Source: an optimization exercise on an open RTL-to-GDS flow (aim: small area, a short achievable clock period and few clock cycles per item). Production flows keep margins and buffers that such runs may drop.
The RTL was checked by simulation tests, not by an equivalence proof against the original design.
Power is estimated from default activity; no workload was simulated.

==> flow/design.v <==
module epc96_encoder (
    input  wire         clk,
    input  wire         rst,             
    input  wire         in_valid,
    output wire         in_ready,
    input  wire         in_scheme,       
    input  wire [7:0]   in_filter,
    input  wire [127:0] in_cp,           
    input  wire [4:0]   in_cp_len,
    input  wire [127:0] in_f2,           
    input  wire [4:0]   in_f2_len,
    input  wire [127:0] in_serial,       
    input  wire [4:0]   in_serial_len,
    output reg          out_valid,
    output reg  [2:0]   out_class,       
    output reg  [7:0]   out_cause,
    output reg  [7:0]   out_erra,
    output reg  [7:0]   out_errb,
    output reg          out_err_seen,
    output reg  [95:0]  out_bits
);
    localparam [7:0] CAUSE_FIELD_TOO_WIDE = 8'h06;
    localparam [7:0] CAUSE_NOT_DECIMAL    = 8'h07;
    localparam [7:0] CAUSE_PREFIX_LENGTH  = 8'h0C;
    localparam [7:0] CAUSE_FILTER         = 8'h0D;
    localparam [7:0] CAUSE_SERIAL         = 8'h0E;
    localparam [1:0] S_IDLE  = 2'd0;
    localparam [1:0] S_CHECK = 2'd1;
    localparam [1:0] S_CONV  = 2'd2;
    localparam [1:0] S_DONE  = 2'd3;
    reg [1:0]   state;
    reg         scheme;
    reg [7:0]   filter;
    reg [127:0] cp, f2, ser;
    reg [4:0]   cp_len, f2_len, ser_len;
    assign in_ready = (state == S_IDLE);
    function [7:0] char_at(input [127:0] s, input integer k);
        char_at = s[127 - 8*k -: 8];
    endfunction
    function is_decimal(input [127:0] s, input [4:0] n);
        integer k;
        begin
            is_decimal = (n != 5'd0);
            for (k = 0; k < 16; k = k + 1)
                if (k < n && !(char_at(s, k) >= "0" && char_at(s, k) <= "9"))
                    is_decimal = 1'b0;
        end
    endfunction
    function [4:0] stripped_len(input [127:0] s, input [4:0] n);
        integer k;
        reg     lead;
        reg [4:0] zeros;
        begin
            lead  = 1'b1;
            zeros = 5'd0;
            for (k = 0; k < 16; k = k + 1) begin
                if (k < n && lead && char_at(s, k) == "0")
                    zeros = zeros + 5'd1;
                else
                    lead = 1'b0;
            end
            stripped_len = n - zeros;
        end
    endfunction
    wire       len_ok  = (cp_len >= 5'd6) && (cp_len <= 5'd12);
    wire [2:0] p       = 4'd12 - cp_len[3:0];
    wire [3:0] digits1 = cp_len[3:0];
    wire [3:0] digits2 = scheme ? 4'd5 + {1'b0, p} : 4'd1 + {1'b0, p};
    wire [4:0] s1_len  = stripped_len(cp, cp_len);
    wire [4:0] s2_len  = stripped_len(f2, f2_len);
    wire       cp_dec  = is_decimal(cp, cp_len);
    wire       f2_dec  = is_decimal(f2, f2_len);
    wire       ser_dec = is_decimal(ser, ser_len);
    wire       ser_canon = ser_dec && (ser_len == 5'd1 || char_at(ser, 0) != "0");
    reg [3:0]  idx;
    reg [39:0] acc1, acc2;    
    reg [63:0] acc3;          
    wire [3:0] dg1 = char_at(cp,  idx) - "0";
    wire [3:0] dg2 = char_at(f2,  idx) - "0";
    wire [3:0] dg3 = char_at(ser, idx) - "0";
    reg [5:0] bits1;
    always @(*) begin
        case (p)
            3'd0: bits1 = 6'd40;
            3'd1: bits1 = 6'd37;
            3'd2: bits1 = 6'd34;
            3'd3: bits1 = 6'd30;
            3'd4: bits1 = 6'd27;
            3'd5: bits1 = 6'd24;
            default: bits1 = 6'd20;
        endcase
    end
    wire [5:0]  bits2 = (scheme ? 6'd58 : 6'd44) - bits1;
    wire [81:0] fields = ({42'd0, acc1[39:0]} << (7'd82 - {1'b0, bits1}))
                       | ({42'd0, acc2[39:0]} << (7'd82 - {1'b0, bits1} - {1'b0, bits2}));
    wire [95:0] tag    = {scheme ? 8'h31 : 8'h30, filter[2:0], p, fields}
                       | (scheme ? 96'd0 : {58'd0, acc3[37:0]});
    always @(posedge clk) begin
        if (rst) begin
            state        <= S_IDLE;
            out_valid    <= 1'b0;
            out_err_seen <= 1'b0;
        end else begin
            out_valid <= 1'b0;
            case (state)
                S_IDLE: begin
                    if (in_valid) begin
                        scheme  <= in_scheme;
                        filter  <= in_filter;
                        cp      <= in_cp;
                        cp_len  <= in_cp_len;
                        f2      <= in_f2;
                        f2_len  <= in_f2_len;
                        ser     <= in_serial;
                        ser_len <= in_serial_len;
                        state   <= S_CHECK;
                    end
                end
                S_CHECK: begin
                    out_bits  <= 96'd0;
                    out_class <= 3'd1;
                    out_erra  <= 8'd0;
                    out_errb  <= 8'd0;
                    state     <= S_IDLE;
                    out_valid <= 1'b1;
                    if (filter > 8'd7) begin
                        out_cause <= CAUSE_FILTER;
                    end else if (!len_ok) begin
                        out_cause <= CAUSE_PREFIX_LENGTH;
                        out_erra  <= {3'd0, cp_len};
                    end else if (s1_len > {1'b0, digits1}) begin
                        out_cause <= CAUSE_FIELD_TOO_WIDE;
                        out_erra  <= 8'd1;
                        out_errb  <= {3'd0, s1_len};
                    end else if (s2_len > {1'b0, digits2}) begin
                        out_cause <= CAUSE_FIELD_TOO_WIDE;
                        out_erra  <= 8'd2;
                        out_errb  <= {3'd0, s2_len};
                    end else if (!cp_dec) begin
                        out_cause <= CAUSE_NOT_DECIMAL;
                        out_erra  <= 8'd1;
                    end else if (!f2_dec) begin
                        out_cause <= CAUSE_NOT_DECIMAL;
                        out_erra  <= 8'd2;
                    end else if (!scheme && !ser_canon) begin
                        out_cause <= CAUSE_SERIAL;
                    end else begin
                        out_valid <= 1'b0;
                        acc1      <= 40'd0;
                        acc2      <= 40'd0;
                        acc3      <= 64'd0;
                        idx       <= 4'd0;
                        state     <= S_CONV;
                    end
                    if (filter > 8'd7 || !len_ok || s1_len > {1'b0, digits1} ||
                        s2_len > {1'b0, digits2} || !cp_dec || !f2_dec ||
                        (!scheme && !ser_canon))
                        out_err_seen <= 1'b1;
                end
                S_CONV: begin
                    if ({1'b0, idx} < cp_len)  acc1 <= acc1 * 40'd10 + {36'd0, dg1};
                    if ({1'b0, idx} < f2_len)  acc2 <= acc2 * 40'd10 + {36'd0, dg2};
                    if ({1'b0, idx} < ser_len) acc3 <= acc3 * 64'd10 + {60'd0, dg3};
                    idx <= idx + 4'd1;
                    if (idx == 4'd15)
                        state <= S_DONE;
                end
                S_DONE: begin
                    out_valid <= 1'b1;
                    state     <= S_IDLE;
                    if (!scheme && acc3 >= 64'd274877906944) begin
                        out_class    <= 3'd1;
                        out_cause    <= CAUSE_SERIAL;
                        out_erra     <= 8'd0;
                        out_errb     <= 8'd0;
                        out_bits     <= 96'd0;
                        out_err_seen <= 1'b1;
                    end else begin
                        out_class <= 3'd0;
                        out_cause <= 8'd0;
                        out_erra  <= 8'd0;
                        out_errb  <= 8'd0;
                        out_bits  <= tag;
                    end
                end
            endcase
        end
    end
endmodule
==> flow/run.sh <==
#!/bin/bash
# synth_recipe.tcl (not shown) runs the flow's synth.tcl, then flattens the netlist and writes it again
# the make line also repeats each setting of config.mk as NAME=value (left out here)
make -C /OpenROAD-flow-scripts/flow DESIGN_CONFIG=/design/flow/config.mk WORK_HOME=/design/flow/orfs CLKGATE_MAP_FILE= SYNTH_SCRIPT=/design/flow/synth_recipe.tcl finish
==> flow/config.mk <==
export PLATFORM = sky130hd
export DESIGN_NAME = epc96_encoder
export DESIGN_NICKNAME = epc96_encoder
export VERILOG_FILES = /design/flow/design.v
export SDC_FILE = /design/flow/constraint.sdc
export NUM_CORES = 4
export LEC_CHECK = 0
export CAP_MARGIN = 20
export CORE_MARGIN = 2
export CORE_UTILIZATION = 40
export SLEW_MARGIN = 20
==> flow/constraint.sdc <==
create_clock -name core_clock -period 12.5 [get_ports {clk}]
set_input_delay 2.5000 -clock core_clock [delete_from_list [all_inputs] [get_ports {clk}]]
set_output_delay 2.5000 -clock core_clock [all_outputs]
set_load 0.01 [all_outputs]
==> flow_summary_export.csv <==
group,metric,value,unit
outcome,status,"no timing/DRC/antenna violations",
floorplan,dieArea,0.1221,sq mm
pwr,vdd_ir_drop_max,121.2,uV
cts,cts_tree,"done",
job,max_cap_violations,0,
grt,grt_pass1_vias,38109,
critical_path,path_common_cell,"ha_1",
floorplan,start_util,40.35,%
grt,grt_pass1_wl,236.3,mm
min_path,hold_path_class,"flop to flop",
timing,setup-violations-final,0,
placement,post-dp-hpwl,125.6,mm
detailed_routing,viasPerCell,5.805,
timing,clock_skew,0.04411,ns
pwr,power_frac_seq,41.7,%
synthesis,syn-instance-count,4757,
detailed_routing,drt-total-wl,159.1,mm
cts,cts_buffers,76,
detailed_routing,route.detailed.drc,0,
detailed_routing,vias,39801,
synthesis,synth_edf_count,661,
critical_path,start_kind,"flop",
timing,finalMaxSlewViolations,0,
grt,grt_antenna_before_repair,8,
floorplan,row_count,126,
finish,syn2layout_area_growth,21.25,%
critical_path,end_kind,"flop",
finish,utilization,48.93,%
critical_path,crit_buf_inv,6,
cts,ctsLongestPathBuffers,3,
timing,tightest_slew,1.240,ns
synthesis,ys_types,111,
finish,layout_common_cells,"edfxtp_1 (661), clkdlybuf4s50_1 (519), nand2_1 (469)",
pwr,pwr-share-comb,20.6,%
grt,grt_max_degree,194,
timing,slew_headroom,17.32,%
detailed_routing,wl_per_cell,23.20,um
pwr,power,6.181,mW
finish,layout-drive-gt1-share,6.974,%
timing,finalSetupTns,0,ns
timing,final_hold_viol_count,0,
pwr,switching_share,29.88,%
critical_path,arrival,12.37,ns
synthesis,syn_avg_cell_area,10.03,sq um
finish,layout.nets,6028,
grt,globalRouteOverflowTotal,0,
pwr,p_per_area,106.8,mW/mm^2
timing,fin_crit_sh,96.09,%
critical_path,cp_top_family,"adder cells",
critical_path,crit_slowest_cell,"fa_2",
cts,htreeDepth,3,
synthesis,synth_ff_type,"edfxtp_1",
cts,clk_latency,0.68,ns
detailed_routing,drt_first_pass_iters,7,
critical_path,worst-path-max-fanout,6,
pwr,p_switching,1.847,mW
critical_path,critPathRequiredTime,12.86,ns
cts,cts-root-buf,"clkbuf_16",
floorplan,core_region_area,0.1182,sq mm
timing,timing.fmax,0.08326,GHz
pwr,p_leak,22.38,nW
synthesis,synth_seq_area_share,41.77,%
detailed_routing,drt_iter0_drc,3952,
grt,grt_use_total,25.24,%
pwr,clkPwrFrac,37.8,%
placement,portBuffers,519,
synthesis,async_reset_ff_share,0,%
timing,period_minus_slack,12.01,ns
critical_path,setup.worst_path.class,"flop to flop",
floorplan,die_x,349.4,um
synthesis,syn_area,0.04771,sq mm
critical_path,critical-path-max-stage-delay,0.56,ns
finish,diodes,0,
synthesis,yosys_warnings,1,
cts,clk_pin_slew,0.06,ns
finish,layout_commonest_cell,"edfxtp_1",
pwr,internal_power,4.334,mW
detailed_routing,postRouteAntennaNets,0,
cts,clock_sinks,665,
finish,fillers,10847,
placement,place.gp.congestion,0.9765,
floorplan,pin_count,537,
synthesis,synth-seq-cells,665,
floorplan,die_y,349.4,um
[repair_timing]
item                                    CTS  global route
endpoints found under the setup margin  147           164
resized for setup                         6            25
setup buffers                             7            13
cloned                                    1             0
hold buffers                              0             0
pin swaps                                 4            23
[worst reg2reg max path: cells and delay by family, from the launching register on]
kind | cells | cell delay, ns
AO/OA/AOI/OAI | 13 | 2.16
adder cells (fa/ha/maj) | 16 | 4.83
buffers and inverters | 6 | 0.74
flip-flops | 1 | 0.39
multiplexers | 9 | 1.93
AND/OR/NAND/NOR | 14 | 1.63
[through the flow]
step	setup slack [ns]	instance area, sq um	instances	hold WS (ns)
final	0.4892	57860	6856	0.4681
after detailed placement	-0.1322	54930	6699	0.4684
after CTS	-0.02575	57640	6843	0.4774
after floorplan	0.04928	47830	4773	0.4631
after global placement	0.08817	54930	6699	0.4536
after global routing	-0.05876	57860	6856	0.5110
[registers in the layout, indices dropped and copies added (netlist names), 4 cells and up, named ones only]
signal     cells
cp           128
f2           128
ser          128
out_bits      90
acc3          64
acc1          40
acc2          40
filter         8
cp_len         5
f2_len         5
out_erra       5
out_errb       5
ser_len        5
idx            4
out_cause      4
[final timing paths]
kind / depth (start not counted) / to / start / slack, ns
worst min register to register: 2 / out_err_seen / out_err_seen / 0.47
worst max register to register: 58 / acc2[8] / f2[121] / 0.49
worst min-delay path: 2 / out_err_seen / out_err_seen / 0.47
worst max-delay path: 58 / acc2[8] / f2[121] / 0.49
[Yosys cell counts (18+ instances only)]
cell type	instances	area share, %
o22ai_1	34	0.45
mux2i_1	260	5.5
a31oi_1	41	0.54
or2_2	23	0.30
xor2_1	75	1.4
a21o_1	93	1.5
clkbuf_1	177	1.4
o211ai_1	43	0.68
a221oi_1	19	0.35
mux4_2	36	1.7
nand4_1	69	0.90
buf_4	18	0.28
nand2_1	470	3.7
o21bai_1	21	0.33
a211oi_1	22	0.35
buf_1	18	0.14
or3_1	34	0.45
nor3_1	124	1.3
o21a_1	58	0.91
edfxtp_1	661	42
and3_1	64	0.84
nor2b_1	52	0.68
inv_1	128	1.0
a21boi_0	31	0.49
a22oi_1	21	0.33
a21oi_1	268	2.8
nor2_1	361	2.8
nand3_1	123	1.3
nand2b_1	37	0.49
ha_1	346	9.1
nor4_1	66	0.87
xnor2_1	213	3.9
and2_1	145	1.9
o21ai_0	254	2.7
[kinds of logic after synthesis]
kind of cell,synth area share (%)
other,0.007859
AOI/OAI and AO/OA,14.76
xor gates and xnor gates,5.669
adders and majority gates,9.495
and+or+nand+nor,17.93
muxes,7.484
DFF,41.77
buffers and inverters,2.890
[power by group through the flow]
stage               clock (mW)  sequential [mW]  combinational, mW
finish                    2.33             2.58               1.27
global route              2.46             2.58               1.34
CTS                       2.38             2.58               1.23
detailed placement           0             2.62               1.23
global placement             0             2.62               1.23
floorplan                    0             2.63              0.722
[final cells by class]
cell class / count / area (sq um) / share of cell area (%)
Clock buffer: 84 / 1932 / 3.339
Sequential cell: 665 / 19930 / 34.45
Inverter: 132 / 499.2 / 0.8629
Clock inverter: 52 / 661.9 / 1.144
Tap cell: 1536 / 1922 / 3.322
Timing Repair Buffer: 626 / 6110 / 10.56
Multi-Input combinational cell: 3761 / 26800 / 46.33
[routing by layer]
metal | GRT usage (%) | part of all wire, % | vias up
met4 | 7.838 | 3.0 | 12
met3 | 4.125 | 7.3 | 238
li1 | - | - | 18952
met5 | 0 | 0.050 | -
met1 | 34.92 | 44 | 19081
met2 | 40.48 | 45 | 1518
Testbench counts, summed over its fixed seeds: cycles 55,827, items 3,200.

[static timing again, ports no longer ideal]
The flow's constraints put no driver on any port. The routed layout listed below was extracted and timed again, unchanged, in two steps.
Step 1 assumes that a clkbuf_16 drives the clock port and a buf_2 every other input.
Step 2 times the ports against the registers' clock, not the clock port: input delays grow and output delays shrink by t, the midpoint of the rising clock arrivals with the driver on.
a / b / c = ideal / step 1 / step 2; a / b = the first two.
t, ns: 0.738
setup slack, ns: 0.489 / 0.489 / 0.489
worst register clock-pin slew, ns: 0.08 / 0.08
worst data-port slew with drivers (ns): 0.12
After both steps setup and hold are still met in this run. The setup slack of this run moves by 0.000 ns with the drivers and by 0.000 ns with both steps.
